This design comes from an exercise in tuning for small area, a short achievable clock period and few clock cycles per item on the open sky130 flow, not from production work.
Only simulation tests tie the RTL to the original design; equivalence was not proved.
Power is estimated from default activity; no workload was simulated.

**flow/config.mk**
```make
export PLATFORM = sky130hd
export DESIGN_NAME = lpc_synth
export DESIGN_NICKNAME = lpc_synth
export VERILOG_FILES = /design/flow/design.v
export SDC_FILE = /design/flow/constraint.sdc
export NUM_CORES = 8
export LEC_CHECK = 0
export CAP_MARGIN = 20
export CORE_MARGIN = 2
export CORE_UTILIZATION = 40
export PLACE_DENSITY = 0.6
export SLEW_MARGIN = 20
```
**flow/constraint.sdc**
```tcl
create_clock -name core_clock -period 12.0 [get_ports {clk}]
set_input_delay 2.4000 -clock core_clock [delete_from_list [all_inputs] [get_ports {clk}]]
set_output_delay 2.4000 -clock core_clock [all_outputs]
set_load 0.01 [all_outputs]
```
**flow/design.v**
```verilog
module lpc_synth (
    input  wire        clk,
    input  wire        rst,
    input  wire        in_valid,
    output wire        in_ready,
    input  wire [15:0] in_data,
    output wire        out_valid,
    input  wire        out_ready,
    output wire [15:0] out_data,
    output wire [7:0]  out_sexp
);
    localparam [2:0] M_COEF  = 3'd0,    
                     M_PRIME = 3'd1,    
                     M_RUN   = 3'd2,    
                     M_LOAD  = 3'd3,    
                     M_DELTA = 3'd4,    
                     M_ALIGN = 3'd5,    
                     M_DRAIN = 3'd6;    
    reg  [2:0]  mode;
    reg         ph;           
    reg         rpass;        
    reg         conc;         
    reg         resc;         
    reg         spec;         
    reg  [3:0]  wcnt;         
    reg  [6:0]  lw;           
    reg  [4:0]  nxn;          
    reg  [6:0]  t;            
    reg  [6:0]  t0;           
    reg  [6:0]  hidx;         
    reg  [6:0]  nc;           
    reg  [2:0]  dstep;        
    reg         r_run_odd;    
    reg         r_take;       
    reg         r_take_conc;  
    reg         r_take_ring;  
    reg         r_coef;       
    reg         r_load;       
    reg         r_cont;       
    reg         r_align;      
    reg         r_contgo;     
    reg         r_shin;       
    reg         r_inrdy;      
    reg         r_srcin;      
    reg  [15:0] din_r;        
    reg         sh_r;         
    reg         tk_r;         
    reg         cm_r;         
    reg  [15:0] ycm, zcm;     
    reg         hm_on, hm_first;
    reg  [15:0] coef [1:16];
    reg  [15:0] nx   [1:16];        
    reg  [15:0] rq   [0:79];        
    reg  [15:0] st   [0:15];        
    reg  [15:0] de_z1;
    reg  [4:0]  sexp;               
    reg  [4:0]  dlt;                
    reg  [14:0] hm;                 
    reg  [19:0] pk;                 
    reg  [20:0] yr;                 
    reg         vpk;
    reg  [4:0]  pbl;                
    reg         pkz;                
    reg  [3:0]  hbl;                
    reg  [6:0]  d0r;                
    reg         q0v, q1v, q2v;
    reg  [20:0] q0, q1, q2;         
    assign out_valid = q0v;
    assign out_data  = q0[15:0];
    assign out_sexp  = {{3{q0[20]}}, q0[20:16]};
    reg  [15:0] ybc;
    reg  [7:0]  bneg, bone, btwo;      
    reg  [7:0]  bnegn, bonen, btwon;   
    reg  [15:0] yprev;
    reg  [15:0] ureg;               
    reg         urnd;               
    reg  [14:0] tf_mask;            
    reg  [35:0] cw;                 
    reg  [23:0] cal, cbl;           
    reg  [15:0] srl, srh;           
    reg         v1, v2, v3, v4;
    reg  [31:0] pp_s, pp_c;         
    reg  [31:0] xr_s, xr_c;         
    reg  [15:0] zt;
    reg  [15:0] pcm_s;              
    reg         pcm_b;              
    function [15:0] sat16_24(input [23:0] v);
        if (!v[23] && (v[22:15] != 8'h00))      sat16_24 = 16'h7fff;
        else if (v[23] && (v[22:15] != 8'hff))  sat16_24 = 16'h8000;
        else                                    sat16_24 = v[15:0];
    endfunction
    function [15:0] shl16(input [15:0] x, input [4:0] d);
        reg [15:0] w;
        begin
            if (!d[4]) w = x << d[3:0];
            else       w = $signed(x) >>> (5'd0 - d);
            shl16 = w;
        end
    endfunction
    function [4:0] bitlen20(input [19:0] v);
        integer i;
        begin
            bitlen20 = 5'd0;
            for (i = 0; i < 20; i = i + 1)
                if (v[i]) bitlen20 = i + 1;
        end
    endfunction
    function [3:0] bitlen15(input [14:0] v);
        integer i;
        begin
            bitlen15 = 4'd0;
            for (i = 0; i < 15; i = i + 1)
                if (v[i]) bitlen15 = i + 1;
        end
    endfunction
    function [47:0] csa24(input [23:0] a, input [23:0] b, input [23:0] c);
        csa24 = {a ^ b ^ c, (a & b) | (a & c) | (b & c)};
    endfunction
    function [71:0] csa36(input [35:0] a, input [35:0] b, input [35:0] c);
        csa36 = {a ^ b ^ c, ((a & b) | (a & c) | (b & c)) << 1};
    endfunction
    function [63:0] csa32(input [31:0] a, input [31:0] b, input [31:0] c);
        csa32 = {a ^ b ^ c, ((a & b) | (a & c) | (b & c)) << 1};
    endfunction
    function [2:0] brec(input [15:0] y, input integer i);
        reg [2:0] d;
        begin
            d = {y, 1'b0} >> (2 * i);
            brec = {d[2], d[1] ^ d[0], (d == 3'b011) | (d == 3'b100)};
        end
    endfunction
    localparam integer SW = 78;
    localparam [SW-1:0] S_ID = {36'd2048, 21'h000000, 21'h100000};    
    wire [SW-1:0] o_st [0:7];       
    wire [SW-1:0] d_st [1:7];       
    wire [35:0]   ms0, mc0;         
    genvar gi;
    generate
        for (gi = 0; gi < 8; gi = gi + 1) begin : g_unit
            reg  [15:0] cf;
            wire        nsel0 = spec && (t >= 7'd79 - gi);    
            wire        nsel1 = spec && (t >= 7'd72 - gi);    
            always @(posedge clk)
                cf <= ph ? (nsel0 ? nx[gi+1] : coef[gi+1])
                         : (nsel1 ? nx[gi+9] : coef[gi+9]);
            wire [SW-1:0] sin;
            if (gi < 7) begin : g_in
                assign sin = d_st[gi+1];
            end else begin : g_in7
                assign sin = o_st[0];
            end
            wire [35:0] ms, mc;
            if (gi < 4) begin : g_mp
                lpc_bmul u_mul (.clk(clk), .c(cf), .neg(bneg), .one(bone), .two(btwo),
                                .s(ms), .cy(mc));
            end else begin : g_mn
                lpc_bmul u_mul (.clk(clk), .c(cf), .neg(~bnegn), .one(~bonen), .two(~btwon),
                                .s(ms), .cy(mc));
            end
            lpc_stage u_stg (.clk(clk), .idn((gi == 0) ? ph : 1'b0), .sin(sin), .ms(ms), .mc(mc),
                             .sout(o_st[gi]));
            if (gi > 0) begin : g_d
                reg [SW-1:0] dr;
                always @(posedge clk) dr <= o_st[gi];
                assign d_st[gi] = dr;
            end
            if (gi == 0) begin : g_m0
                assign ms0 = ms;
                assign mc0 = mc;
            end
        end
    endgenerate
    wire [35:0] e_b2  = o_st[1][77:42];
    wire [20:0] e_rlb = o_st[1][41:21];
    wire [20:0] e_rhb = o_st[1][20:0];
    wire [20:0] e_rl  = e_rlb - 21'h080000;         
    wire [20:0] e_rh  = e_rhb - 21'h080000;
    wire        c12   = &e_b2[11:1];                 
    wire [23:0] bh2   = e_b2[35:12];
    wire [23:0] u24   = {{8{ureg[15]}}, ureg};
    wire [47:0] cwc   = csa24(bh2, u24, {23'd0, c12});
    wire [23:0] cw_hi = cwc[47:24] + {cwc[22:0], urnd};
    wire [35:0] cw_n  = {cw_hi, e_b2[11:0] + 12'd2};
    wire [47:0] cl1   = csa24(bh2, u24, ~{3'd0, e_rlb});
    wire [47:0] cl2   = csa24(cl1[47:24], {cl1[22:0], urnd}, 24'h080001);
    wire [23:0] cal_n = cl2[47:24] + {cl2[22:0], c12};
    wire [47:0] ch1   = csa24(bh2, u24, ~{3'd0, e_rhb});
    wire [47:0] ch2   = csa24(ch1[47:24], {ch1[22:0], urnd}, 24'h080000);
    wire [23:0] cbl_n = ch2[47:24] + {ch2[22:0], c12};
    wire [71:0] fw   = csa36(cw, ~ms0, ~mc0);
    wire [71:0] fa   = csa36({cal, cw[11:0]}, ~ms0, ~mc0);
    wire [71:0] fb   = csa36({cbl, cw[11:0]}, ~ms0, ~mc0);
    wire [35:0] wsum = fw[71:36] + fw[35:0];
    wire [35:0] wla  = fa[71:36] + fa[35:0];
    wire [35:0] wlb  = fb[71:36] + fb[35:0];
    wire        f_lt = wla[35];                       
    wire        f_gt = !wlb[35];                      
    wire [23:0] q    = wsum[35:12];
    wire [20:0] o_rl = d_st[1][41:21] - 21'h080000;
    wire [20:0] o_rh = d_st[1][20:0] - 21'h080000;
    wire [20:0] yraw = f_lt ? o_rl : f_gt ? o_rh : q[20:0];
    wire        q_ovf = (q[23:15] != 9'h000) && (q[23:15] != 9'h1ff);
    wire [15:0] yfin = f_lt ? srl : f_gt ? srh : sat16_24(q);
    reg  [23:0] yrec;
    integer kr;
    always @(*) begin
        for (kr = 0; kr < 8; kr = kr + 1)
            yrec[3*kr +: 3] = f_lt ? brec(srl, kr) : f_gt ? brec(srh, kr) :
                              q_ovf ? brec(q[23] ? 16'h8000 : 16'h7fff, kr) : brec(q[15:0], kr);
    end
    wire [19:0] yr_abs = yr[20] ? (20'd0 - yr[19:0]) : yr[19:0];
    wire signed [6:0] sexp7  = $signed({{2{sexp[4]}}, sexp});
    wire signed [6:0] sxt    = pkz ? 7'sd10 : sexp7 + 7'sd14 - $signed({2'b00, pbl});
    wire signed [6:0] sx_c   = (sxt > 7'sd10) ? 7'sd10 : (sxt < -7'sd4) ? -7'sd4 : sxt;
    wire signed [6:0] hr     = 7'sd15 - $signed({3'b000, hbl});
    wire [14:0] hpat_z   = de_z1[14:0] ^ {15{de_z1[15]}};
    wire [14:0] hpat_y   = ycm[14:0] ^ {15{ycm[15]}};
    wire [31:0] ys  = {{16{ybc[15]}}, ybc};
    wire [63:0] p1a = csa32(32'd8198, ~(ys << 12), ~(ys << 10));    
    wire [63:0] p1b = csa32(ys << 8, ~(ys << 6), ys << 4);
    wire [63:0] p2a = csa32(p1a[63:32], p1a[31:0], p1b[63:32]);
    wire [63:0] p2b = csa32(p1b[31:0], ~(ys << 2), ys);
    wire [63:0] p3  = csa32(p2a[63:32], p2a[31:0], p2b[63:32]);
    wire [63:0] p4  = csa32(p3[63:32], p3[31:0], p2b[31:0]);
    wire [31:0] zs  = {{16{zt[15]}}, zt};
    wire [63:0] x1a = csa32(ys << 14, pp_s, pp_c);
    wire [63:0] x1b = csa32(zs << 13, zs << 12, ~(zs << 10));
    wire [63:0] x1c = csa32(~(zs << 7), zs << 2, zs);
    wire [63:0] x2a = csa32(x1a[63:32], x1a[31:0], x1b[63:32]);
    wire [63:0] x2b = csa32(x1b[31:0], x1c[63:32], x1c[31:0]);
    wire [63:0] x3  = csa32(x2a[63:32], x2a[31:0], x2b[63:32]);
    wire [63:0] x4  = csa32(x3[63:32], x3[31:0], x2b[31:0]);
    wire [31:0] xr  = xr_s + xr_c;
    wire [15:0] z_n = sat16_24({{6{xr[31]}}, xr[31:14]});
    wire [15:0] zt_sh = $signed(zt) >>> sexp[3:0];
    wire [15:0] pcms_n = sexp[4] ? sat16_24({{8{zt[15]}}, zt} << (5'd0 - sexp)) : zt_sh;
    wire        pcmb_n = !sexp[4] && (sexp != 5'd0) && zt[sexp[3:0] - 4'd1];
    wire [15:0] dq_src;
    wire [15:0] tf_shl = dq_src << sexp[3:0];
    wire        tf_ovf = |((dq_src[14:0] ^ {15{dq_src[15]}}) & tf_mask);
    wire [15:0] tf_sr  = $signed(dq_src) >>> (5'd0 - sexp);
    wire [15:0] tf_q   = sexp[4] ? tf_sr
                       : tf_ovf  ? {dq_src[15], {15{~dq_src[15]}}} : tf_shl;
    wire        tf_r   = sexp[4] & dq_src[~sexp[3:0]];       
    wire run_odd   = r_run_odd;
    wire last_real = r_cont;                      
    wire q_empty   = !q0v && !q1v && !q2v;
    wire cont_go   = r_contgo;
    wire take_conc = r_take_conc || cont_go;
    assign in_ready = r_inrdy;
    wire take_coef = r_coef && in_valid;
    wire xfer      = q0v && out_ready;
    wire commit_ok = !q2v || out_ready;
    wire commit    = v4 && commit_ok;
    wire abort     = v4 && !commit_ok;
    assign dq_src        = r_srcin ? in_data : rq[0];
    wire        shift_in = r_shin && in_valid;
    wire        rotate   = r_take_ring || r_align;
    wire [15:0] st_new   = shl16(st[0], resc ? dlt : 5'd0);
    wire        swap     = ((mode == M_COEF) && (nxn == 5'd16) && !tk_r) || cont_go;
    wire        prime    = (mode == M_PRIME);
    wire        prime_ld = prime && ph;
    wire        a0v = xfer ? q1v : q0v;
    wire        a1v = xfer ? q2v : q1v;
    wire        a2v = xfer ? 1'b0 : q2v;
    wire [20:0] a0  = xfer ? q1 : q0;
    wire [20:0] a1q = xfer ? q2 : q1;
    wire [15:0] pcm = pcm_s + {15'd0, pcm_b};
    wire [20:0] qin = {sexp, pcm};
    reg  [2:0]  mode_n;
    reg         rpass_n, conc_n, resc_n, spec_n;
    reg  [3:0]  wcnt_n;
    reg  [6:0]  lw_n, t_n, t0_n, nc_n, hidx_n;
    reg  [4:0]  nxn_n;
    reg  [2:0]  dstep_n;
    always @(*) begin
        mode_n  = mode;
        rpass_n = rpass;
        conc_n  = conc;
        resc_n  = resc;
        spec_n  = spec;
        wcnt_n  = wcnt;
        lw_n    = lw;
        t_n     = t;
        t0_n    = t0;
        nc_n    = nc;
        nxn_n   = nxn;
        dstep_n = dstep;
        hidx_n  = hidx;
        if (sh_r)
            hidx_n = 7'd0;
        else if (rotate)
            hidx_n = (hidx == 7'd79) ? 7'd0 : hidx + 7'd1;
        if (take_coef)
            nxn_n = nxn + 5'd1;
        if (shift_in)
            lw_n = lw + 7'd1;
        if (commit)
            nc_n = nc + 7'd1;
        if (abort) begin
            mode_n = M_ALIGN;
            spec_n = 1'b0;
        end else begin
            case (mode)
            M_COEF: begin
                if ((nxn == 5'd16) && !tk_r) begin
                    nxn_n   = 5'd0;
                    mode_n  = M_PRIME;
                    wcnt_n  = 4'd0;
                    rpass_n = 1'b0;
                    conc_n  = 1'b1;
                    resc_n  = 1'b0;
                    lw_n    = 7'd0;
                    t0_n    = 7'd0;
                end
            end
            M_PRIME: begin
                if (ph) begin
                    wcnt_n = wcnt + 4'd1;
                    if (wcnt == 4'd15) begin
                        t_n    = t0;
                        resc_n = 1'b0;
                        if (r_take_conc && !in_valid) begin
                            mode_n = M_LOAD;
                            conc_n = 1'b0;
                        end else begin
                            mode_n = M_RUN;
                        end
                    end
                end
            end
            M_RUN: begin
                if (ph)
                    t_n = t + 7'd1;
                if (rpass && ph && (t == 7'd64))
                    spec_n = (nxn == 5'd16) && !tk_r;
                if (r_take_conc && !in_valid) begin
                    mode_n = M_LOAD;
                    conc_n = 1'b0;
                end
                if (!rpass && ph && (t == 7'd79))
                    mode_n = M_DELTA;
                if (rpass && ph && (t == 7'd79)) begin
                    spec_n = 1'b0;
                    if (cont_go) begin
                        nxn_n   = 5'd0;
                        rpass_n = 1'b0;
                        conc_n  = 1'b1;
                        lw_n    = {6'd0, in_valid};
                        t_n     = 7'd0;
                        if (!in_valid) begin
                            mode_n = M_LOAD;
                            conc_n = 1'b0;
                        end
                    end else begin
                        mode_n = M_DRAIN;
                    end
                end
            end
            M_DRAIN: begin
                if (nc == 7'd80)
                    mode_n = M_COEF;
            end
            M_LOAD: begin
                if (in_valid && (lw == 7'd79)) begin
                    mode_n = M_PRIME;
                    wcnt_n = 4'd0;
                    t0_n   = 7'd0;
                end
            end
            M_DELTA: begin
                dstep_n = dstep + 3'd1;
                if (dstep == 3'd2) begin
                    dstep_n = 3'd0;
                    mode_n  = M_PRIME;
                    wcnt_n  = 4'd0;
                    rpass_n = 1'b1;
                    resc_n  = 1'b1;
                    t0_n    = 7'd0;
                    nc_n    = 7'd0;
                end
            end
            M_ALIGN: begin
                if (hidx == nc) begin
                    mode_n = M_PRIME;
                    wcnt_n = 4'd0;
                    t0_n   = nc;
                end
            end
            default: mode_n = M_COEF;
            endcase
        end
    end
    wire ph_n       = ~ph;
    wire n_run_odd  = !ph && (mode == M_RUN) && (t < 7'd80);
    wire n_take     = (n_run_odd && (t != 7'd79)) ||
                      (!ph && (mode == M_PRIME) && (wcnt == 4'd15));
    wire n_conc     = !rpass && conc;
    wire n_cont     = n_run_odd && rpass && (t == 7'd79) && spec;
    wire n_coef     = (lw_n == 7'd80) && (nxn_n != 5'd16);
    wire n_load     = (mode_n == M_LOAD);
    wire n_contgo   = n_cont && !a0v && !commit;
    wire n_shin     = n_load || (n_take && n_conc) || n_contgo;
    integer k;
    always @(posedge clk) begin
        din_r <= in_data;
        if (sh_r || rotate) begin
            for (k = 0; k < 79; k = k + 1)
                rq[k] <= rq[k+1];
            rq[79] <= sh_r ? din_r : rq[0];
        end
        if (tk_r) begin
            for (k = 1; k < 16; k = k + 1)
                nx[k] <= nx[k+1];
            nx[16] <= din_r;
        end
        if (swap) begin
            for (k = 1; k <= 16; k = k + 1)
                coef[k] <= nx[k];
        end
        ureg <= tf_q;
        urnd <= tf_r;
        for (k = 0; k < 15; k = k + 1)
            tf_mask[k] <= !sexp[4] && (k >= 15 - sexp[3:0]);
        cw  <= cw_n;
        cal <= cal_n;
        cbl <= cbl_n;
        srl <= sat16_24({{3{e_rl[20]}}, e_rl});
        srh <= sat16_24({{3{e_rh[20]}}, e_rh});
        if (ph)
            yprev <= ybc;
        if (prime_ld || run_odd) begin
            ybc <= prime_ld ? st_new : yfin;
            for (k = 0; k < 8; k = k + 1) begin
                {bneg[k], bone[k], btwo[k]}    <= prime_ld ? brec(st_new, k) : yrec[3*k +: 3];
                {bnegn[k], bonen[k], btwon[k]} <= ~(prime_ld ? brec(st_new, k) : yrec[3*k +: 3]);
            end
        end
        if (run_odd && !rpass)
            yr <= yraw;
        pp_s <= p4[63:32];
        pp_c <= p4[31:0];
        xr_s <= x4[63:32];
        xr_c <= x4[31:0];
        if (prime)
            zt <= de_z1;
        else if (v2)
            zt <= z_n;
        pcm_s <= pcms_n;
        pcm_b <= pcmb_n;
        q0 <= (!a0v) ? qin : a0;
        q1 <= (!a1v) ? qin : a1q;
        q2 <= (!a2v) ? qin : q2;
        pbl <= bitlen20(pk | yr_abs);
        pkz <= ((pk | yr_abs) == 20'd0);
        hbl <= bitlen15(hm | hpat_z);
        d0r <= sx_c - sexp7;
        if ((mode == M_DELTA) && (dstep == 3'd2))
            dlt <= ($signed(d0r) > hr) ? hr[4:0] : d0r[4:0];    
    end
    always @(posedge clk) begin
        if (rst) begin
            mode  <= M_COEF;
            ph    <= 1'b0;
            rpass <= 1'b0;
            conc  <= 1'b0;
            resc  <= 1'b0;
            spec  <= 1'b0;
            wcnt  <= 4'd0;
            lw    <= 7'd80;
            nxn   <= 5'd0;
            t     <= 7'd0;
            t0    <= 7'd0;
            nc    <= 7'd0;
            hidx  <= 7'd0;
            dstep <= 3'd0;
            v1    <= 1'b0;
            v2    <= 1'b0;
            v3    <= 1'b0;
            v4    <= 1'b0;
            vpk   <= 1'b0;
            q0v   <= 1'b0;
            q1v   <= 1'b0;
            q2v   <= 1'b0;
            de_z1 <= 16'd0;
            sexp  <= 5'd0;
            hm    <= 15'd0;
            r_run_odd   <= 1'b0;
            r_take      <= 1'b0;
            r_take_conc <= 1'b0;
            r_take_ring <= 1'b0;
            r_coef      <= 1'b0;
            r_load      <= 1'b0;
            r_cont      <= 1'b0;
            r_align     <= 1'b0;
            r_contgo    <= 1'b0;
            r_shin      <= 1'b0;
            r_inrdy     <= 1'b0;
            r_srcin     <= 1'b0;
            sh_r        <= 1'b0;
            tk_r        <= 1'b0;
            cm_r        <= 1'b0;
            for (k = 0; k < 16; k = k + 1)
                st[k] <= 16'd0;
        end else begin
            ph    <= ph_n;
            mode  <= mode_n;
            rpass <= rpass_n;
            conc  <= conc_n;
            resc  <= resc_n;
            spec  <= spec_n;
            wcnt  <= wcnt_n;
            lw    <= lw_n;
            nxn   <= nxn_n;
            t     <= t_n;
            t0    <= t0_n;
            nc    <= nc_n;
            hidx  <= hidx_n;
            dstep <= dstep_n;
            r_run_odd   <= n_run_odd;
            r_take      <= n_take;
            r_take_conc <= n_take && n_conc;
            r_take_ring <= n_take && !n_conc;
            r_coef      <= n_coef;
            r_load      <= n_load;
            r_cont      <= n_cont;
            r_contgo    <= n_contgo;
            r_shin      <= n_shin;
            r_inrdy     <= n_coef || n_shin;
            r_srcin     <= (n_take && n_conc) || n_cont;
            r_align     <= (mode_n == M_ALIGN) && (hidx_n != nc_n);
            q0v <= a0v || commit;
            q1v <= a1v || (commit && a0v);
            q2v <= a2v || (commit && a1v);
            v1 <= run_odd && rpass && !abort;
            v2 <= v1 && !abort;
            v3 <= v2 && !abort;
            v4 <= v3 && !abort;
            if (abort) begin
                v1 <= 1'b0;
                v2 <= 1'b0;
                v3 <= 1'b0;
                v4 <= 1'b0;
            end
            sh_r <= shift_in;
            tk_r <= take_coef;
            cm_r <= commit;
            if (commit) begin
                ycm      <= yprev;
                zcm      <= zt;
                hm_on    <= nc[6];
                hm_first <= (nc == 7'd64);
            end
            if (cm_r) begin
                de_z1 <= zcm;
                for (k = 0; k < 15; k = k + 1)
                    st[k] <= st[k+1];
                st[15] <= ycm;
                if (hm_on)
                    hm <= (hm_first ? 15'd0 : hm) | hpat_y;
            end
            vpk <= run_odd && !rpass;
            if (vpk)
                pk <= pk | yr_abs;
            if (((mode == M_COEF) && (nxn == 5'd16) && !tk_r) || cont_go ||
                ((mode == M_LOAD) && in_valid && (lw == 7'd79)))
                pk <= 20'd0;
            if (prime_ld) begin
                for (k = 0; k < 15; k = k + 1)
                    st[k] <= st[k+1];
                st[15] <= st_new;
            end
            if (prime_ld && resc && (wcnt == 4'd0)) begin
                sexp  <= sexp + dlt;
                de_z1 <= shl16(de_z1, dlt);
            end
        end
    end
endmodule
module lpc_bmul (
    input  wire        clk,
    input  wire [15:0] c,
    input  wire [7:0]  neg,
    input  wire [7:0]  one,
    input  wire [7:0]  two,
    output reg  [35:0] s,
    output reg  [35:0] cy
);
    localparam [35:0] K = 36'hFAAAB0000;
    reg [35:0] r [0:8];
    reg [16:0] m;
    integer i;
    always @(*) begin
        r[8] = K;
        for (i = 0; i < 8; i = i + 1) begin
            m = ({17{one[i]}} & {c[15], c}) | ({17{two[i]}} & {c, 1'b0});
            m = m ^ {17{neg[i]}};
            r[i] = {19'd0, ~m[16], m[15:0]} << (2 * i);
            r[8][2*i] = neg[i];
        end
    end
    function [71:0] csa(input [35:0] a, input [35:0] b, input [35:0] d);
        csa = {a ^ b ^ d, ((a & b) | (a & d) | (b & d)) << 1};
    endfunction
    wire [71:0] l1a = csa(r[0], r[1], r[2]);
    wire [71:0] l1b = csa(r[3], r[4], r[5]);
    wire [71:0] l1c = csa(r[6], r[7], r[8]);
    wire [71:0] l2a = csa(l1a[71:36], l1a[35:0], l1b[71:36]);
    wire [71:0] l2b = csa(l1b[35:0], l1c[71:36], l1c[35:0]);
    wire [71:0] l3  = csa(l2a[71:36], l2a[35:0], l2b[71:36]);
    wire [71:0] l4  = csa(l3[71:36], l3[35:0], l2b[35:0]);
    always @(posedge clk) begin
        s  <= l4[71:36];
        cy <= l4[35:0];
    end
endmodule
module lpc_stage (
    input  wire        clk,
    input  wire        idn,         
    input  wire [77:0] sin,
    input  wire [35:0] ms,
    input  wire [35:0] mc,
    output reg  [77:0] sout
);
    wire [35:0] b   = sin[77:42];
    wire [20:0] rlb = sin[41:21];
    wire [20:0] rhb = sin[20:0];
    wire [35:0] cs_s = b ^ ~ms ^ ~mc;
    wire [35:0] cs_c = {(b[34:0] & ~ms[34:0]) | (b[34:0] & ~mc[34:0]) | (~ms[34:0] & ~mc[34:0]), 1'b1};
    wire [36:0] bsum = {cs_s, 1'b1} + {cs_c, 1'b1};
    wire [35:0] bn   = bsum[36:1];
    wire        zl  = (b[11:0] == 12'd0);
    wire [24:0] bh  = {b[35], b[35:12]};
    wire [24:0] rl25 = {4'd0, rlb};
    wire [24:0] rh25 = {4'd0, rhb};
    wire        l_lo = $signed(bh) < $signed(rl25);
    wire        l_hi = $signed(bh) > $signed(rh25);
    wire [24:0] dh_lo = bh + 25'h100000 + ~rl25 + {24'd0, ~zl};    
    wire [24:0] dh_hi = bh + 25'h0fffff + ~rh25 + {24'd0, ~zl};    
    wire        h_lo = dh_lo[24];
    wire        h_hi = !dh_hi[24];
    wire [20:0] xh  = b[32:12] + 21'h100000 - {20'd0, zl};
    wire [20:0] rln = l_lo ? rlb : l_hi ? rhb : b[32:12];
    wire [20:0] rhn = h_lo ? rlb : h_hi ? rhb : xh;
    always @(posedge clk)
        sout <= idn ? {36'd2048, 21'h000000, 21'h100000} : {bn, rln, rhn};
endmodule
```
**flow/flow/run.sh**
```bash
#!/bin/bash
set -euo pipefail
bash standard.sh SETUP_SLACK_MARGIN=8.2 finish > standard.log 2>&1
```
**flow/standard.sh**
```bash
#!/bin/bash
# synth_recipe.tcl (not shown) runs the flow's synth.tcl, then flattens the netlist and writes it again
# the make line also repeats each setting of config.mk as NAME=value (left out here)
make -C /OpenROAD-flow-scripts/flow DESIGN_CONFIG=/design/flow/config.mk WORK_HOME=/design/flow/orfs CLKGATE_MAP_FILE= SYNTH_SCRIPT=/design/flow/synth_recipe.tcl "${@:-finish}"
```
==> results_dict.tcl, run 1 <==
set metrics [dict create \
    status "no timing/DRC/antenna violations" \
    slew_headroom 0.0876 \
    worstMarginPinSlew_ns 1.36 \
    slowest_stage "fa_1" \
    synth_area_um2 246000 \
    place_ws_ns 6.22 \
    yosysTopAreaCell "edfxtp_1" \
    setup_viol 0 \
    synth_top_area_share 0.248 \
    crit_fanout 6 \
    place_congestion 0.953 \
    power.switching_mw 42.3 \
    track_usage 0.231 \
    clkTransAtPathRegs_ns 0.06 \
    cts-root-buf "clkbuf_16" \
    rows 288 \
    synth_ff_type "dfxtp_1" \
    ys.warnings.count 12 \
    vdd_drop_max_uv 319 \
    reg2reg_depth 18 \
    post-route-worst-setup-slack_ns 7.46 \
    areaGrowthSynthToFinish_pct 17.0 \
    final_area_um2 288000 \
    start_kind "flip-flop" \
    combPwrFrac 0.597 \
    htree_levels 5 \
    wl_mm 746 \
    fill_cells 55100 \
    drv_cap 0 \
    gr-total-overflow 0 \
    synth_nets 26100 \
    grt_pass1_wl_mm 1090 \
    worst-r2r-setup-slack_ns 7.46 \
    vias 169000 \
    endpoint_kind "flip-flop" \
    ys_seq_area_frac 0.448 \
    path_class "flip-flop to flip-flop" \
    min_path_type "flip-flop to flip-flop" \
    ant_nets 0 \
    grt_pass1_vias 169000 \
    start_util 0.401 \
    synth_area_leaders "edfxtp_1, dfxtp_1, ha_1, fa_1, inv_1" \
    crit_start "g_unit[0].g_mp.u_mul.cy[18]$_DFF_P_" \
    required_ns 12.75 \
    drt-pass1-iter-count 9 \
    synthArstFlopShare 0 \
    swShare 0.441 \
    cts_hold_buf 0 \
    power.leakage_nw 119 \
    worst_path_largest_cell_delay_ns 0.53 \
    p_int_mw 53.6 \
    fp.dieW_um 789 \
    finalHoldViolCount 0 \
    layout_min_cycle_time_ns 4.54 \
    max_freq_ghz 0.220 \
    finClkSkew_ns 0.127 \
    avgSynthCellArea_um2 10.9 \
    clock_power_share 0.158 \
    syn_inst 22600 \
    path_common_cell "buf_4" \
    critPathBufInv 4 \
    num-nets-final 26500 \
    tns_ns 0 \
    final_util 0.469 \
    crit_path_end "bnegn[6]$_DFFE_PP_" \
    cts_buffer_depth 4 \
    grt_max_degree 241 \
    cp.arrival_ns 5.29 \
    avgViaCountPerCell 5.36 \
    core_area_um2 614000 \
    ioPinCount 46 \
    io_buffers 45 \
    crit_chain "inv_4, fa_1, ha_4, nand2_4, o211ai_1, a21oi_2, or3_4, o21ai_4, mux2_4, nand4b_1, nor4_4, buf_4, a21oi_4, buf_4, a211oi_2, a2111o_1, o21ai_1, inv_1" \
    cts_tree "done" \
    timing.rr.end "bnegn[6]$_DFFE_PP_" \
    dieArea_um2 622000 \
    yosysMostFrequentCell "inv_1" \
    drt_iter0_drc 15100 \
    synth_seq_cells 4500 \
    antenna_found_initial 69 \
    netlist-cell-type-count 108 \
    rsz0062_at_grt "true" \
    power_frac_seq 0.245 \
    cts_buffers 466 \
    place_area_um2 255000 \
    crit_cells 18 \
    critical-path-top-delay-family "compound AO/OA/AOI/OAI gates" \
    powerDensity_nw_per_um2 333 \
    rr_startpoint "g_unit[0].g_mp.u_mul.cy[18]$_DFF_P_" \
    finalCritPeriodShare 0.378 \
    drc 0 \
    drive_above_1_share 0.143 \
    die_h_um 789 \
    cts.sinks 4500 \
    drt-wirelength-per-cell_um 23.7 \
    synth-edff-count 2031 \
    clkLatencyLatePin_ns 1.10 \
    synthTopCellsByCount "inv_1, dfxtp_1, ha_1, edfxtp_1, nand2_1" \
    final_max_slew_viol_count 0 \
    dp_hpwl_mm 530 \
]
timing repair:
| action | 4_1_cts | 5_1_grt |
|---|---|---|
| buffers inserted | 387 | 209 |
| pin swaps | 607 | 495 |
| resized for setup | 1787 | 799 |
| gates cloned | 48 | 13 |
| endpoints found under the setup margin | 1400 | 869 |
cell families (layout without fill, tap and decap cells):
family | after synthesis | count (layout) | share of synthesized area
compound gates | 4280 | 4282 | 0.111
xor+xnor | 1738 | 1738 | 0.0618
fa+ha+maj | 3545 | 3545 | 0.220
buf+inv | 4119 | 4921 | 0.0630
flops | 4500 | 4500 | 0.448
mux | 672 | 672 | 0.0289
other cells | 0 | 12 | 0
simple gates | 3709 | 3714 | 0.0674
routing by layer:
layer	global-route usage	share of wire	up-vias
li1	-	-	77500
met1	0.316	0.43	83600
met2	0.358	0.44	6283
met3	0.0441	0.078	1646
met4	0.100	0.053	20
met5	0	0.00018	-
worst min-delay path by stage:
stage / from / end / cells after the start
floorplan: g_unit[1].u_stg.sout[42]$_DFF_P_ / cw[0]$_DFF_P_ / 0
global placement: g_unit[7].u_stg.sout[62]$_DFF_P_ / g_unit[7].g_d.dr[62]$_DFF_P_ / 0
detailed placement: g_unit[2].u_stg.sout[18]$_DFF_P_ / g_unit[2].g_d.dr[18]$_DFF_P_ / 0
CTS: g_unit[7].u_stg.sout[3]$_DFF_P_ / g_unit[7].g_d.dr[3]$_DFF_P_ / 0
global route: g_unit[7].u_stg.sout[3]$_DFF_P_ / g_unit[7].g_d.dr[3]$_DFF_P_ / 0
finish: g_unit[7].u_stg.sout[14]$_DFF_P_ / g_unit[7].g_d.dr[14]$_DFF_P_ / 0
final cells by class:
cell class              instances  area [um^2]  share of cell area
repair inverters                1         5.00           0.0000174
diodes                         12         30.0            0.000104
clock inverters               266         3180              0.0110
flip-flops and latches       4500       111000               0.384
well taps                    8120        10200              0.0352
repair buffers                946        10700              0.0372
multi-input cells           14000       129000               0.446
clock buffers                 611        13000              0.0450
inverters                    3097        11800              0.0409
flip-flops by register name (all words and copies together), names as in the netlist, 36 cells and up:
| register | count |
|---|---|
| g_unit.g_mn.u_mul.s | 128 |
| g_unit.cf | 128 |
| coef | 256 |
| st | 256 |
| cw | 36 |
| g_unit.g_mn.u_mul.cy | 116 |
| rq | 1280 |
| g_unit.g_mp.u_mul.cy | 116 |
| g_unit.g_d.dr | 545 |
| g_unit.g_mp.u_mul.s | 128 |
| nx | 256 |
| g_unit.u_stg.sout | 624 |
layout by cell type (no fill, tap or decap), drive strengths merged, types with 44 or more instances in the layout:
cell type  instances
inv             3105
dfxtp           2469
ha              2242
edfxtp          2031
nand2           1445
fa              1302
a21oi           1234
xnor2           1185
nor2            1100
buf              910
clkbuf           626
o21ai            592
mux2i            569
xor2             553
a22oi            521
o22ai            518
a21o             252
a211oi           246
a31oi            241
nor2b            222
nor3             177
clkinv           153
nand3            152
o21a             133
nand2b           127
and3             118
nand4            115
o21bai           112
mux2              79
o211ai            63
and2              61
bufinv            53
clkinvlp          53
nor4              49
or3               44
metrics by stage:
step	hold slack (ns)	std cells	power, mW
2_1_floorplan	0.310	22600	51.3
3_3_place_gp	0.310	30000	65.4
3_5_place_dp	0.312	30000	65.7
4_1_cts	0.266	31300	91.5
5_1_grt	0.262	31500	102
6_report	0.271	31500	95.9
power groups by stage:
stage	clock network [mW]	logic [mW]	registers [mW]
after floorplan	0	30.0	21.2
after global placement	0	41.8	23.6
after detailed placement	0	42.1	23.5
after CTS	15.5	52.6	23.4
after global routing	16.1	61.8	23.7
final	15.2	57.2	23.5
Testbench counts, summed over its fixed seeds: cycles 21,564, frames 60.
==> run 2: changes to the inputs <==
--- a/flow/design.v
+++ b/flow/design.v
@@ -64,4 +64,5 @@
     reg  [3:0]  hbl;                
     reg  [6:0]  d0r;                
+    reg  [6:0]  dlo, dhi;           
     reg         q0v, q1v, q2v;
     reg  [20:0] q0, q1, q2;         
@@ -152,8 +153,8 @@
             wire [35:0] ms, mc;
             if (gi < 4) begin : g_mp
-                lpc_bmul u_mul (.clk(clk), .c(cf), .neg(bneg), .one(bone), .two(btwo),
+                lpc_bmul u_mul (.clk(clk), .c(cf), .neg(bnegn), .one(bone), .two(btwo),
                                 .s(ms), .cy(mc));
             end else begin : g_mn
-                lpc_bmul u_mul (.clk(clk), .c(cf), .neg(~bnegn), .one(~bonen), .two(~btwon),
+                lpc_bmul u_mul (.clk(clk), .c(cf), .neg(~bneg), .one(~bonen), .two(~btwon),
                                 .s(ms), .cy(mc));
             end
@@ -176,19 +177,17 @@
     wire [20:0] e_rl  = e_rlb - 21'h080000;         
     wire [20:0] e_rh  = e_rhb - 21'h080000;
-    wire        c12   = &e_b2[11:1];                 
     wire [23:0] bh2   = e_b2[35:12];
     wire [23:0] u24   = {{8{ureg[15]}}, ureg};
-    wire [47:0] cwc   = csa24(bh2, u24, {23'd0, c12});
-    wire [23:0] cw_hi = cwc[47:24] + {cwc[22:0], urnd};
-    wire [35:0] cw_n  = {cw_hi, e_b2[11:0] + 12'd2};
+    wire [23:0] cw_hi = bh2 + u24 + {23'd0, urnd};
+    wire [35:0] cw_n  = {cw_hi, e_b2[11:0]};
     wire [47:0] cl1   = csa24(bh2, u24, ~{3'd0, e_rlb});
     wire [47:0] cl2   = csa24(cl1[47:24], {cl1[22:0], urnd}, 24'h080001);
-    wire [23:0] cal_n = cl2[47:24] + {cl2[22:0], c12};
+    wire [23:0] cal_n = cl2[47:24] + {cl2[22:0], 1'b0};
     wire [47:0] ch1   = csa24(bh2, u24, ~{3'd0, e_rhb});
     wire [47:0] ch2   = csa24(ch1[47:24], {ch1[22:0], urnd}, 24'h080000);
-    wire [23:0] cbl_n = ch2[47:24] + {ch2[22:0], c12};
-    wire [71:0] fw   = csa36(cw, ~ms0, ~mc0);
-    wire [71:0] fa   = csa36({cal, cw[11:0]}, ~ms0, ~mc0);
-    wire [71:0] fb   = csa36({cbl, cw[11:0]}, ~ms0, ~mc0);
+    wire [23:0] cbl_n = ch2[47:24] + {ch2[22:0], 1'b0};
+    wire [71:0] fw   = csa36(cw, ms0, mc0);
+    wire [71:0] fa   = csa36({cal, cw[11:0]}, ms0, mc0);
+    wire [71:0] fb   = csa36({cbl, cw[11:0]}, ms0, mc0);
     wire [35:0] wsum = fw[71:36] + fw[35:0];
     wire [35:0] wla  = fa[71:36] + fa[35:0];
@@ -211,6 +210,8 @@
     wire [19:0] yr_abs = yr[20] ? (20'd0 - yr[19:0]) : yr[19:0];
     wire signed [6:0] sexp7  = $signed({{2{sexp[4]}}, sexp});
-    wire signed [6:0] sxt    = pkz ? 7'sd10 : sexp7 + 7'sd14 - $signed({2'b00, pbl});
-    wire signed [6:0] sx_c   = (sxt > 7'sd10) ? 7'sd10 : (sxt < -7'sd4) ? -7'sd4 : sxt;
+    wire signed [6:0] d_raw  = 7'sd14 - $signed({2'b00, pbl});
+    wire signed [6:0] d0_n   = pkz ? $signed(dhi) :
+                               (d_raw > $signed(dhi)) ? $signed(dhi) :
+                               (d_raw < $signed(dlo)) ? $signed(dlo) : d_raw;
     wire signed [6:0] hr     = 7'sd15 - $signed({3'b000, hbl});
     wire [14:0] hpat_z   = de_z1[14:0] ^ {15{de_z1[15]}};
@@ -455,5 +456,7 @@
         pkz <= ((pk | yr_abs) == 20'd0);
         hbl <= bitlen15(hm | hpat_z);
-        d0r <= sx_c - sexp7;
+        dlo <= -7'sd4 - sexp7;
+        dhi <= 7'sd10 - sexp7;
+        d0r <= d0_n;
         if ((mode == M_DELTA) && (dstep == 3'd2))
             dlt <= ($signed(d0r) > hr) ? hr[4:0] : d0r[4:0];    
@@ -626,8 +629,7 @@
     wire [20:0] rlb = sin[41:21];
     wire [20:0] rhb = sin[20:0];
-    wire [35:0] cs_s = b ^ ~ms ^ ~mc;
-    wire [35:0] cs_c = {(b[34:0] & ~ms[34:0]) | (b[34:0] & ~mc[34:0]) | (~ms[34:0] & ~mc[34:0]), 1'b1};
-    wire [36:0] bsum = {cs_s, 1'b1} + {cs_c, 1'b1};
-    wire [35:0] bn   = bsum[36:1];
+    wire [35:0] cs_s = b ^ ms ^ mc;
+    wire [35:0] cs_c = {(b[34:0] & ms[34:0]) | (b[34:0] & mc[34:0]) | (ms[34:0] & mc[34:0]), 1'b0};
+    wire [35:0] bn   = cs_s + cs_c;
     wire        zl  = (b[11:0] == 12'd0);
     wire [24:0] bh  = {b[35], b[35:12]};
==> flow/flow/run.sh (replaced) <==
#!/bin/bash
set -euo pipefail
bash standard.sh SETUP_SLACK_MARGIN=7.6 finish > standard.log 2>&1
--- a/flow/config.mk
+++ b/flow/config.mk
@@ -6,7 +6,8 @@
 export NUM_CORES = 8
 export LEC_CHECK = 0
+export ABC_AREA = 1
 export CAP_MARGIN = 20
 export CORE_MARGIN = 2
-export CORE_UTILIZATION = 40
-export PLACE_DENSITY = 0.6
+export CORE_UTILIZATION = 55
+export PLACE_DENSITY = 0.72
 export SLEW_MARGIN = 20
==> results_dict.tcl, run 2 <==
set metrics [dict create \
    status "no timing/DRC/antenna violations" \
    synth-edff-count 2031 \
    max_freq_ghz 0.223 \
    largest_reg_flops 1280 \
    endpoint_kind "flip-flop" \
    cts.sinks 4499 \
    combPwrFrac 0.536 \
    finClkSkew_ns 0.0997 \
    synthTopCellsByCount "inv_1, nand2_1, dfxtp_1, ha_1, edfxtp_1" \
    vias 179000 \
    grt_pass1_vias 175000 \
    final_max_slew_viol_count 0 \
    path_class "flip-flop to flip-flop" \
    netlist-cell-type-count 77 \
    synthAdderAreaFrac 0.217 \
    p_int_mw 42.7 \
    synth_compound_area_frac 0.111 \
    worstMarginPinSlew_ns 1.22 \
    synthArstFlopShare 0 \
    areaGrowthSynthToFinish_pct 8.89 \
    htree_levels 5 \
    power_frac_seq 0.285 \
    place_congestion 1.04 \
    rsz0062_at_grt "false" \
    avgViaCountPerCell 5.82 \
    layout_common_cells "inv_1, nand2_1, dfxtp_1" \
    wl_mm 766 \
    drc 0 \
    powerDensity_nw_per_um2 304 \
    drt-wirelength-per-cell_um 24.8 \
    synth_nets 28200 \
    slew_headroom 0.181 \
    cp.arrival_ns 5.36 \
    track_usage 0.333 \
    synth_xor_area_frac 0.0586 \
    finalCritPeriodShare 0.374 \
    synth.area.mux_share 0.000883 \
    num-nets-final 28000 \
    cts-root-buf "clkbuf_16" \
    ioPinCount 46 \
    layout_min_cycle_time_ns 4.49 \
    ys_seq_area_frac 0.448 \
    crit_fanout 53 \
    setup_viol 0 \
    ys.warnings.count 12 \
    start_kind "flip-flop" \
    syn_inst 24700 \
    yosysMostFrequentCell "inv_1" \
    avgSynthCellArea_um2 9.97 \
    core_area_um2 446000 \
    dp_hpwl_mm 578 \
    top_register "rq" \
    gr-total-overflow 0 \
    synth_area_leaders "edfxtp_1, dfxtp_1, ha_1, fa_1, inv_1" \
    drt_iter0_drc 19800 \
    fill_cells 37200 \
    synth_top_family_by_area "adder cells" \
    synth_seq_cells 4499 \
    start_util 0.553 \
    drt-pass1-iter-count 8 \
    yosysTopAreaCell "edfxtp_1" \
    cts_buffer_depth 4 \
    synth_ff_type "dfxtp_1" \
    antenna_found_initial 60 \
    grt_max_degree 246 \
    synth_top_area_share 0.247 \
    top_regs "rq (1280), g_unit.u_stg.sout (624), g_unit.g_d.dr (534)" \
    dieArea_um2 453000 \
    required_ns 12.87 \
    drive_above_1_share 0.0472 \
    ant_nets 0 \
    vdd_drop_max_uv 225 \
    power.switching_mw 39.0 \
    rows 245 \
    cts_tree "done" \
    synth_area_um2 246000 \
    die_h_um 673 \
    power.leakage_nw 117 \
    fp.dieW_um 673 \
    cts_buffers 448 \
    swShare 0.477 \
    hold_slack_ns 0.296 \
    clkTransAtPathRegs_ns 0.07 \
    io_buffers 45 \
    clkLatencyLatePin_ns 1.07 \
    drv_cap 0 \
    layout_commonest_cell "inv_1" \
    finalHoldViolCount 0 \
    min_path_type "flip-flop to flip-flop" \
    grt_pass1_wl_mm 1130 \
    tns_ns 0 \
    clock_power_share 0.179 \
    synthSimpleGateAreaFrac 0.0966 \
]
==> run 2: cell types whose count changed after synthesis, sizes merged, moves of 222 or more <==
cell and change:
nor2b -222, xor2 +866, mux2i -554, nor2 +401
nand3 +508, nand2 +1794, o21ai +1125, o22ai +525
inv +385, a22oi -515, xnor2 -957
==> run 2: stage by stage <==
step                      worst slack (ns)  utilization  instances  instance area (um^2)  total power [mW]
final                                 7.51        0.602      30800                268000              81.6
after global routing                  7.60        0.602      30800                268000              87.2
after CTS                             7.60        0.601      30800                268000              80.9
after detailed placement              6.43        0.566      30000                252000              65.9
after global placement                6.55        0.566      30000                252000              65.5
after floorplan                       4.03            -      24700                246000              50.3
==> run 2: final timing paths <==
| path | startpoint | end | cells past startpoint | slack (ns) |
|---|---|---|---|---|
| worst min register to register | g_unit[6].u_stg.sout[15]$_DFF_P_ | g_unit[6].g_d.dr[15]$_DFF_P_ | 0 | 0.30 |
| worst max register to register | bonen[5]$_DFFE_PP_ | g_unit[4].g_mn.u_mul.s[16]$_DFF_P_ | 8 | 7.51 |
| worst min-delay path | g_unit[6].u_stg.sout[15]$_DFF_P_ | g_unit[6].g_d.dr[15]$_DFF_P_ | 0 | 0.30 |
| worst max-delay path | bonen[5]$_DFFE_PP_ | g_unit[4].g_mn.u_mul.s[16]$_DFF_P_ | 8 | 7.51 |
==> run 2: per-layer routing <==
layer  share of wire  global-route usage
met2            0.43               0.510
met5         0.00017                   0
met4           0.058               0.160
met3           0.098              0.0706
met1            0.41               0.451
==> run 2: layout make-up <==
class                      count  area [um^2]  area share
tap                         5928         7420      0.0276
clock buffer                 578        12300      0.0459
sequential                  4499       110000       0.412
timing repair buffer         258         2250     0.00838
inverter                    3510        13200      0.0493
antenna                       20         50.0    0.000187
clock inverter               260         3110      0.0116
multi-input combinational  15800       120000       0.445
==> run 2: power by group through the flow <==
stage	registers [mW]	clock network [mW]	logic, mW
6_report	23.3	14.6	43.7
5_1_grt	23.4	15.4	48.4
4_1_cts	23.1	14.8	42.9
3_5_place_dp	23.4	0	42.5
3_3_place_gp	23.4	0	42.1
2_1_floorplan	21.2	0	29.1
==> run 2: worst max-delay path, cell delays in order, from the launching register on <==
cell,delay [ns]
edfxtp_1,0.96
buf_6,0.57
o22ai_1,0.21
xor2_1,0.20
fa_1,0.53
fa_1,0.46
fa_1,0.54
inv_1,0.05
fa_1,0.73
==> run 2: timing repair <==
action / 4_1_cts / 5_1_grt
setup buffers: 5 / 11
endpoints found under the setup margin: 210 / 162
hold buffers: 0 / 0
gates resized for setup: 45 / 65
pin swaps: 0 / 0
==> run 2: logic make-up (layout without fill, tap and decap cells) <==
logic type      count (synthesis)  after routing
simple gates                 5831           5831
fa+ha+maj                    3490           3490
flops                        4499           4499
buf+inv                      4437           4606
mux                            21             21
xor+xnor                     1647           1647
compound gates               4790           4790
other cells                     0             20
Testbench counts of run 2, summed over its fixed seeds: cycles 21,564, frames 60.
==> run 3: changes to the inputs <==
--- a/flow/design.v
+++ b/flow/design.v
@@ -28,5 +28,7 @@
     reg  [6:0]  t;            
     reg  [6:0]  t0;           
-    reg  [6:0]  hidx;         
+    reg  [7:0]  sc;           
+    reg  [7:0]  rqfb;         
+    reg  [7:0]  wa;           
     reg  [6:0]  nc;           
     reg  [2:0]  dstep;        
@@ -34,9 +36,7 @@
     reg         r_take;       
     reg         r_take_conc;  
-    reg         r_take_ring;  
     reg         r_coef;       
     reg         r_load;       
     reg         r_cont;       
-    reg         r_align;      
     reg         r_contgo;     
     reg         r_shin;       
@@ -45,4 +45,6 @@
     reg  [15:0] din_r;        
     reg         sh_r;         
+    reg         sh2_r;        
+    reg  [7:0]  dhi_r;        
     reg         tk_r;         
     reg         cm_r;         
@@ -51,5 +53,6 @@
     reg  [15:0] coef [1:16];
     reg  [15:0] nx   [1:16];        
-    reg  [15:0] rq   [0:79];        
+    localparam integer RQN = 194;
+    reg  [7:0]  rq   [0:RQN-1];
     reg  [15:0] st   [0:15];        
     reg  [15:0] de_z1;
@@ -255,11 +258,21 @@
     wire commit    = v4 && commit_ok;
     wire abort     = v4 && !commit_ok;
-    assign dq_src        = r_srcin ? in_data : rq[0];
+    assign dq_src        = r_srcin ? in_data : {rq[2], rq[1]};
     wire        shift_in = r_shin && in_valid;
-    wire        rotate   = r_take_ring || r_align;
     wire [15:0] st_new   = shl16(st[0], resc ? dlt : 5'd0);
     wire        swap     = ((mode == M_COEF) && (nxn == 5'd16) && !tk_r) || cont_go;
     wire        prime    = (mode == M_PRIME);
-    wire        prime_ld = prime && ph;
+    wire [7:0]  sc1      = (sc == RQN - 1) ? 8'd0 : sc + 8'd1;
+    wire [7:0]  sc2      = (sc >= RQN - 2) ? sc + 8'd2 - RQN : sc + 8'd2;
+    wire [9:0]  tg0      = {2'b00, rqfb} + {2'b00, t0, 1'b0} + (RQN - 31);
+    wire [9:0]  tg1      = (tg0 >= RQN) ? tg0 - RQN : tg0;
+    wire [9:0]  tg2      = (tg1 >= RQN) ? tg1 - RQN : tg1;
+    wire [7:0]  ptgt     = tg2[7:0];
+    wire        ring_pass = rpass || !conc;
+    wire        prime_go = prime && ph && ((wcnt != 4'd0) || !ring_pass || (sc == ptgt));
+    wire        prime_ld = prime_go;
+    wire        take0    = (prime_go && (wcnt == 4'd15) && !ring_pass) || cont_go;
+    wire [7:0]  wa_b     = take0 ? sc1 : wa;
+    wire [7:0]  wa_n     = !shift_in ? wa_b : (wa_b >= RQN - 2) ? wa_b + 8'd2 - RQN : wa_b + 8'd2;
     wire        a0v = xfer ? q1v : q0v;
     wire        a1v = xfer ? q2v : q1v;
@@ -272,5 +285,5 @@
     reg         rpass_n, conc_n, resc_n, spec_n;
     reg  [3:0]  wcnt_n;
-    reg  [6:0]  lw_n, t_n, t0_n, nc_n, hidx_n;
+    reg  [6:0]  lw_n, t_n, t0_n, nc_n;
     reg  [4:0]  nxn_n;
     reg  [2:0]  dstep_n;
@@ -288,9 +301,4 @@
         nxn_n   = nxn;
         dstep_n = dstep;
-        hidx_n  = hidx;
-        if (sh_r)
-            hidx_n = 7'd0;
-        else if (rotate)
-            hidx_n = (hidx == 7'd79) ? 7'd0 : hidx + 7'd1;
         if (take_coef)
             nxn_n = nxn + 5'd1;
@@ -317,5 +325,5 @@
             end
             M_PRIME: begin
-                if (ph) begin
+                if (prime_go) begin
                     wcnt_n = wcnt + 4'd1;
                     if (wcnt == 4'd15) begin
@@ -364,5 +372,5 @@
             end
             M_LOAD: begin
-                if (in_valid && (lw == 7'd79)) begin
+                if (shift_in && (lw == 7'd79)) begin
                     mode_n = M_PRIME;
                     wcnt_n = 4'd0;
@@ -383,9 +391,7 @@
             end
             M_ALIGN: begin
-                if (hidx == nc) begin
-                    mode_n = M_PRIME;
-                    wcnt_n = 4'd0;
-                    t0_n   = nc;
-                end
+                mode_n = M_PRIME;
+                wcnt_n = 4'd0;
+                t0_n   = nc;
             end
             default: mode_n = M_COEF;
@@ -400,5 +406,5 @@
     wire n_cont     = n_run_odd && rpass && (t == 7'd79) && spec;
     wire n_coef     = (lw_n == 7'd80) && (nxn_n != 5'd16);
-    wire n_load     = (mode_n == M_LOAD);
+    wire n_load     = (mode_n == M_LOAD) && (sc2 == wa_n);
     wire n_contgo   = n_cont && !a0v && !commit;
     wire n_shin     = n_load || (n_take && n_conc) || n_contgo;
@@ -406,9 +412,8 @@
     always @(posedge clk) begin
         din_r <= in_data;
-        if (sh_r || rotate) begin
-            for (k = 0; k < 79; k = k + 1)
-                rq[k] <= rq[k+1];
-            rq[79] <= sh_r ? din_r : rq[0];
-        end
+        dhi_r <= din_r[15:8];
+        for (k = 0; k < RQN - 1; k = k + 1)
+            rq[k] <= rq[k+1];
+        rq[RQN-1] <= sh_r ? din_r[7:0] : sh2_r ? dhi_r : rq[0];
         if (tk_r) begin
             for (k = 1; k < 16; k = k + 1)
@@ -476,5 +481,5 @@
             t0    <= 7'd0;
             nc    <= 7'd0;
-            hidx  <= 7'd0;
+            sc    <= 8'd0;
             dstep <= 3'd0;
             v1    <= 1'b0;
@@ -492,9 +497,7 @@
             r_take      <= 1'b0;
             r_take_conc <= 1'b0;
-            r_take_ring <= 1'b0;
             r_coef      <= 1'b0;
             r_load      <= 1'b0;
             r_cont      <= 1'b0;
-            r_align     <= 1'b0;
             r_contgo    <= 1'b0;
             r_shin      <= 1'b0;
@@ -502,4 +505,5 @@
             r_srcin     <= 1'b0;
             sh_r        <= 1'b0;
+            sh2_r       <= 1'b0;
             tk_r        <= 1'b0;
             cm_r        <= 1'b0;
@@ -519,10 +523,12 @@
             t0    <= t0_n;
             nc    <= nc_n;
-            hidx  <= hidx_n;
+            sc    <= (sc == RQN - 1) ? 8'd0 : sc + 8'd1;
+            wa    <= wa_n;
+            if (take0)
+                rqfb <= sc1;
             dstep <= dstep_n;
             r_run_odd   <= n_run_odd;
             r_take      <= n_take;
             r_take_conc <= n_take && n_conc;
-            r_take_ring <= n_take && !n_conc;
             r_coef      <= n_coef;
             r_load      <= n_load;
@@ -532,5 +538,4 @@
             r_inrdy     <= n_coef || n_shin;
             r_srcin     <= (n_take && n_conc) || n_cont;
-            r_align     <= (mode_n == M_ALIGN) && (hidx_n != nc_n);
             q0v <= a0v || commit;
             q1v <= a1v || (commit && a0v);
@@ -546,5 +551,6 @@
                 v4 <= 1'b0;
             end
-            sh_r <= shift_in;
+            sh_r  <= shift_in;
+            sh2_r <= sh_r;
             tk_r <= take_coef;
             cm_r <= commit;
--- a/flow/config.mk
+++ b/flow/config.mk
@@ -9,5 +9,5 @@
 export CAP_MARGIN = 20
 export CORE_MARGIN = 2
-export CORE_UTILIZATION = 55
-export PLACE_DENSITY = 0.72
+export CORE_UTILIZATION = 40
+export PLACE_DENSITY = 0.6
 export SLEW_MARGIN = 20
==> results_dict.tcl, run 3 <==
set metrics [dict create \
    rsz0062_at_grt "true" \
    areaGrowthSynthToFinish_pct 17.3 \
    cts-root-buf "clkbuf_16" \
    synth_nets 27000 \
    cts_hold_buf 0 \
    min_path_type "flip-flop to flip-flop" \
    htree_levels 6 \
    cp.arrival_ns 6.38 \
    drive_above_1_share 0.121 \
    synthTopCellsByCount "dfxtp_1, inv_1, nand2_1, ha_1, o21ai_0" \
    slew_headroom 0.178 \
    top_register "rq" \
    worst_path_largest_cell_delay_ns 0.59 \
    place_congestion 0.963 \
    cts.sinks 4795 \
    drc 0 \
    fp.dieW_um 768 \
    dp_hpwl_mm 529 \
    largest_reg_flops 1552 \
    finalHoldViolCount 0 \
    synthArstFlopShare 0 \
    post-route-worst-setup-slack_ns 6.62 \
    synth_top_area_share 0.345 \
    critPathBufInv 8 \
    clock_power_share 0.197 \
    power.switching_mw 37.2 \
    cts_tree "done" \
    drv_cap 0 \
    drt_iter0_drc 15400 \
    place_ws_ns 4.61 \
    top_regs "rq (1552), g_unit.u_stg.sout (624), g_unit.g_d.dr (534)" \
    gr-total-overflow 0 \
    ys_seq_area_frac 0.444 \
    critical-path-top-delay-family "simple AND/OR/NAND/NOR gates" \
    clkLatencyLatePin_ns 1.09 \
    crit_fanout 6 \
    synth_area_leaders "dfxtp_1, ha_1, fa_1, edfxtp_1, xor2_1" \
    vias 170000 \
    endpoint_kind "flip-flop" \
    ys.warnings.count 12 \
    cts_buffers 525 \
    required_ns 12.99 \
    final_max_slew_viol_count 0 \
    yosysMostFrequentCell "dfxtp_1" \
    avgSynthCellArea_um2 9.97 \
    p_int_mw 47.4 \
    syn_inst 23400 \
    grt_pass1_wl_mm 1090 \
    setup_viol 0 \
    powerDensity_nw_per_um2 309 \
    avgViaCountPerCell 5.29 \
    finClkSkew_ns 0.0765 \
    synth-edff-count 767 \
    vdd_drop_max_uv 288 \
    grt_max_degree 166 \
    wl_mm 741 \
    die_h_um 768 \
    clkTransAtPathRegs_ns 0.06 \
    track_usage 0.242 \
    path_class "flip-flop to flip-flop" \
    power_frac_seq 0.277 \
    layout_min_cycle_time_ns 5.38 \
    antenna_found_initial 56 \
    fill_cells 53600 \
    synth_ff_type "dfxtp_1" \
    drt-wirelength-per-cell_um 23.1 \
    io_buffers 45 \
    rows 280 \
    max_freq_ghz 0.186 \
    path_common_cell "nand2_1" \
    power.leakage_nw 122 \
    dieArea_um2 590000 \
    drt-pass1-iter-count 7 \
    start_util 0.402 \
    finalCritPeriodShare 0.449 \
    netlist-cell-type-count 78 \
    slowest_stage "fa_2" \
    worstMarginPinSlew_ns 1.23 \
    grt_pass1_vias 168000 \
    layout_commonest_cell "dfxtp_1" \
    num-nets-final 27500 \
    tns_ns 0 \
    combPwrFrac 0.526 \
    ant_nets 0 \
    synth_seq_cells 4795 \
    status "no timing/DRC/antenna violations" \
    yosysTopAreaCell "dfxtp_1" \
    start_kind "flip-flop" \
    synth_area_um2 234000 \
    ioPinCount 46 \
    cts_buffer_depth 4 \
    core_area_um2 582000 \
    swShare 0.440 \
    layout_common_cells "dfxtp_1, inv_1, ha_1" \
]
-- run 3: changes by cell type in the layout (fill, tap and decap cells not counted), sizes merged, moves of 158 or more --
cell / change
dfxtp: +1560
edfxtp: -1264
buf: +590
nor2: -181
nand3: -259
nand2: -964
clkbuf: +158
o21ai: -160
-- run 3: power by group through the flow --
stage,Combinational (mW),Sequential (mW),Clock (mW)
after global routing,48.9,23.6,17.7
final,44.5,23.4,16.7
after floorplan,24.9,21.6,0
after global placement,35.4,23.5,0
after detailed placement,35.8,23.5,0
after CTS,39.8,23.3,17.0
-- run 3: layout make-up --
| type | instances | area [um^2] | share of cell area |
|---|---|---|---|
| well taps | 7755 | 9700 | 0.0354 |
| flip-flops and latches | 4795 | 104000 | 0.379 |
| diodes | 30 | 75.1 | 0.000274 |
| repair inverters | 21 | 350 | 0.00128 |
| inverters | 3406 | 12900 | 0.0472 |
| multi-input cells | 14300 | 120000 | 0.437 |
| repair buffers | 870 | 9540 | 0.0348 |
| clock inverters | 224 | 2980 | 0.0109 |
| clock buffers | 722 | 15000 | 0.0548 |
-- run 3: timing repair --
action | CTS | global route
endpoints found under the setup margin | 765 | 865
resized for setup | 1056 | 920
cloned | 84 | 24
pin swaps | 257 | 465
setup buffers | 298 | 242
-- run 3: worst paths after layout --
| check | startpoint | end | slack [ns] | depth (start not counted) |
|---|---|---|---|---|
| worst min-delay path | g_unit[3].u_stg.sout[68]$_DFF_P_ | g_unit[3].g_d.dr[68]$_DFF_P_ | 0.27 | 0 |
| worst max register to register | rqfb[1]$_DFFE_PP_ | r_inrdy$_SDFF_PP0_ | 6.62 | 43 |
| worst min register to register | g_unit[3].u_stg.sout[68]$_DFF_P_ | g_unit[3].g_d.dr[68]$_DFF_P_ | 0.27 | 0 |
| worst max-delay path | rqfb[1]$_DFFE_PP_ | r_inrdy$_SDFF_PP0_ | 6.62 | 43 |
-- run 3: cells by family (layout without fill, tap and decap cells) --
| kind of cell | count (synthesis) | after routing | share of synthesized area |
|---|---|---|---|
| flops | 4795 | 4795 | 0.444 |
| compound gates | 4776 | 4776 | 0.117 |
| simple gates | 4345 | 4358 | 0.0762 |
| buf+inv | 4315 | 5243 | 0.0695 |
| fa+ha+maj | 3512 | 3512 | 0.230 |
| xor+xnor | 1668 | 1668 | 0.0626 |
| mux | 20 | 20 | 0.000884 |
| other cells | 0 | 30 | 0 |
-- run 3: stage by stage --
stage / cell area (um^2) / power [mW] / hold slack, ns / utilization / cells
floorplan: 234000 / 46.6 / 0.310 / - / 23400
global placement: 242000 / 59.0 / 0.310 / 0.417 / 30500
detailed placement: 242000 / 59.4 / 0.312 / 0.417 / 30500
CTS: 268000 / 80.1 / 0.285 / 0.461 / 31900
global route: 274000 / 90.2 / 0.298 / 0.471 / 32100
finish: 274000 / 84.6 / 0.268 / 0.471 / 32200
-- run 3: worst reg2reg max path: cells and delay by family, from the launching register on --
| kind | cells | cell delay, ns |
|---|---|---|
| adder cells (fa/ha/maj) | 4 | 1.06 |
| AO/OA/AOI/OAI | 2 | 0.22 |
| buffers and inverters | 8 | 0.84 |
| flip-flops | 1 | 0.37 |
| AND/OR/NAND/NOR | 29 | 2.82 |
-- run 3: routing by layer --
layer / up-vias / track usage / part of all wire
met4: 18 / 0.101 / 0.047
met5: - / 0 / 0.00021
met1: 83000 / 0.335 / 0.43
li1: 78500 / - / -
met2: 7076 / 0.368 / 0.43
met3: 1466 / 0.0497 / 0.087
Testbench counts of run 3, summed over its fixed seeds: cycles 21,564, frames 60.
==> run 4: changes to the inputs <==
--- a/flow/config.mk
+++ b/flow/config.mk
@@ -9,5 +9,5 @@
 export CAP_MARGIN = 20
 export CORE_MARGIN = 2
-export CORE_UTILIZATION = 40
-export PLACE_DENSITY = 0.6
+export CORE_UTILIZATION = 55
+export PLACE_DENSITY = 0.72
 export SLEW_MARGIN = 20
==> results_dict.tcl, run 4 <==
set metrics [dict create \
    regArea_um2 104000 \
    clkTransAtPathRegs_ns 0.07 \
    synth_nets 27000 \
    finClkSkew_ns 0.135 \
    io_buffers 45 \
    drv_cap 0 \
    fill_cells 33400 \
    top_register "rq" \
    cts_buffers 468 \
    slowest_stage "fa_2" \
    avgViaCountPerCell 5.75 \
    powerDensity_nw_per_um2 304 \
    clkLatencyLatePin_ns 1.10 \
    grt_pass1_vias 168000 \
    start_kind "flip-flop" \
    cts-root-buf "clkbuf_16" \
    synth_seq_cells 4795 \
    layout_common_cells "dfxtp_1, inv_1, ha_1" \
    grt_pass1_wl_mm 1050 \
    final_max_slew_viol_count 0 \
    grt_max_degree 152 \
    drive_above_1_share 0.117 \
    required_ns 12.94 \
    multi_input_area_um2 120000 \
    cp.arrival_ns 6.49 \
    track_usage 0.318 \
    synthTopCellsByCount "dfxtp_1, inv_1, nand2_1, ha_1, o21ai_0" \
    vias 172000 \
    place_area_um2 240000 \
    dieArea_um2 430000 \
    post-route-worst-setup-slack_ns 6.45 \
    final_area_um2 269000 \
    synth-edff-count 767 \
    worst_path_largest_cell_delay_ns 0.59 \
    netlist-cell-type-count 78 \
    drc 0 \
    place_ws_ns 5.29 \
    dp_hpwl_mm 503 \
    cts.sinks 4795 \
    ant_nets 0 \
    core_area_um2 423000 \
    path_common_cell "buf_6" \
    endpoint_kind "flip-flop" \
    yosysTopAreaCell "dfxtp_1" \
    vdd_drop_max_uv 307 \
    synth_ff_type "dfxtp_1" \
    place_congestion 0.972 \
    drt_iter0_drc 18600 \
    tns_ns 0 \
    rows 239 \
    antenna_found_initial 56 \
    synthArstFlopShare 0 \
    start_util 0.552 \
    path_class "flip-flop to flip-flop" \
    slew_headroom 0.133 \
    worstMarginPinSlew_ns 1.30 \
    finalCritPeriodShare 0.462 \
    finalHoldViolCount 0 \
    wl_mm 711 \
    power.leakage_nw 120 \
    ioPinCount 46 \
    syn_inst 23400 \
    min_path_type "flip-flop to flip-flop" \
    ys.warnings.count 12 \
    num-nets-final 27300 \
    rsz0062_at_grt "true" \
    layout_min_cycle_time_ns 5.55 \
    fp.dieW_um 656 \
    avgSynthCellArea_um2 9.97 \
    cts_tree "done" \
    gr-total-overflow 0 \
    crit_fanout 7 \
    htree_levels 5 \
    cts_buffer_depth 4 \
    yosysMostFrequentCell "dfxtp_1" \
    synth_top_area_share 0.345 \
    max_freq_ghz 0.180 \
    largest_reg_flops 1552 \
    top_regs "rq (1552), g_unit.u_stg.sout (624), g_unit.g_d.dr (534)" \
    synth_area_leaders "dfxtp_1, ha_1, fa_1, edfxtp_1, xor2_1" \
    drt-pass1-iter-count 9 \
    layout_commonest_cell "dfxtp_1" \
    drt-wirelength-per-cell_um 23.8 \
    setup_viol 0 \
    synth_area_um2 234000 \
    die_h_um 656 \
    status "no timing/DRC/antenna violations" \
    ys_seq_area_frac 0.444 \
    areaGrowthSynthToFinish_pct 15.2 \
]
==> run 4: changes by cell type in the layout (fill, tap and decap cells not counted), sizes merged <==
cell,previous run,this run
inv,3415,3425
dlymetal6s2s,0,1
clkinv,154,156
nand3,401,400
clkinvlp,36,48
bufbuf,8,4
nand2,2275,2274
dlygate4sd2,18,4
buf,803,729
diode,30,25
clkbuf,737,629
clkdlybuf4s50,26,39
bufinv,46,59
==> run 4: cell families (layout without fill, tap and decap cells) <==
group                      count (synthesis)  in the layout  synth area share
DFF                                     4795           4795             0.444
AOI/OAI and AO/OA                       4776           4776             0.117
and+or+nand+nor                         4345           4356            0.0762
buffers and inverters                   4315           5094            0.0695
adders and majority gates               3512           3512             0.230
xor gates and xnor gates                1668           1668            0.0626
muxes                                     20             20          0.000884
other                                      0             25                 0
==> run 4: cell type report <==
class	instances	share of cell area
well taps	5663	0.0263
clock buffers	621	0.0492
diodes	25	0.000232
repair buffers	785	0.0321
multi-input cells	14300	0.444
inverters	3406	0.0481
flip-flops and latches	4795	0.386
repair inverters	23	0.00110
clock inverters	259	0.0129
==> run 4: critical path, delay by kind of cell (launching register included) <==
| kind | cells | cell delay [ns] |
|---|---|---|
| simple gates | 18 | 1.69 |
| buf+inv | 18 | 1.95 |
| compound gates | 2 | 0.39 |
| flops | 1 | 0.38 |
| fa+ha+maj | 4 | 1.04 |
==> run 4: power breakdown <==
group / total, mW / internal [mW] / switching, mW / leakage [nW]
Combinational: 42.7 / 16.7 / 26.1 / 72.0
Clock: 15.7 / 9.11 / 6.63 / 8.12
Sequential: 23.4 / 19.9 / 3.50 / 40.3
Total: 81.9 / 45.7 / 36.2 / 120
==> run 4: routing by layer <==
metal,global-route usage,share of wire
met4,0.155,0.059
met1,0.437,0.41
met3,0.0673,0.10
met5,0.000332,0.00020
met2,0.480,0.43
==> run 4: repair_timing <==
action	in CTS	in global routing
hold buffers	0	0
setup endpoints to repair	736	785
cloned	92	11
buffers inserted	288	193
pin swaps	323	430
resized for setup	1326	658
==> run 4: path summary, 6_finish.rpt <==
check                    start  slack [ns]  cells after the start                    end
max          rqfb[1]$_DFFE_PP_        6.45                     42  st[8][1]$_SDFFE_PP0P_
min          rq[26][2]$_DFF_P_        0.23                      0      rq[25][2]$_DFF_P_
max reg2reg  rqfb[1]$_DFFE_PP_        6.45                     42  st[8][1]$_SDFFE_PP0P_
min reg2reg  rq[26][2]$_DFF_P_        0.23                      0      rq[25][2]$_DFF_P_
==> run 4: metrics by stage <==
| step | hold WS (ns) | total power, mW | utilization | std cells |
|---|---|---|---|---|
| 2_1_floorplan | 0.310 | 46.6 | - | 23400 |
| 3_3_place_gp | 0.310 | 58.1 | 0.566 | 28400 |
| 3_5_place_dp | 0.312 | 58.8 | 0.566 | 28400 |
| 4_1_cts | 0.233 | 78.1 | 0.626 | 29700 |
| 5_1_grt | 0.246 | 86.9 | 0.635 | 29900 |
| 6_report | 0.230 | 81.9 | 0.636 | 29900 |

Setup slack of run 4, layout unchanged: 6.453 ns with ideal ports, 6.453 ns with driving cells assumed (clock clkbuf_16, inputs buf_2), 6.453 ns with port delays also shifted by the 1.152 ns mid clock arrival.
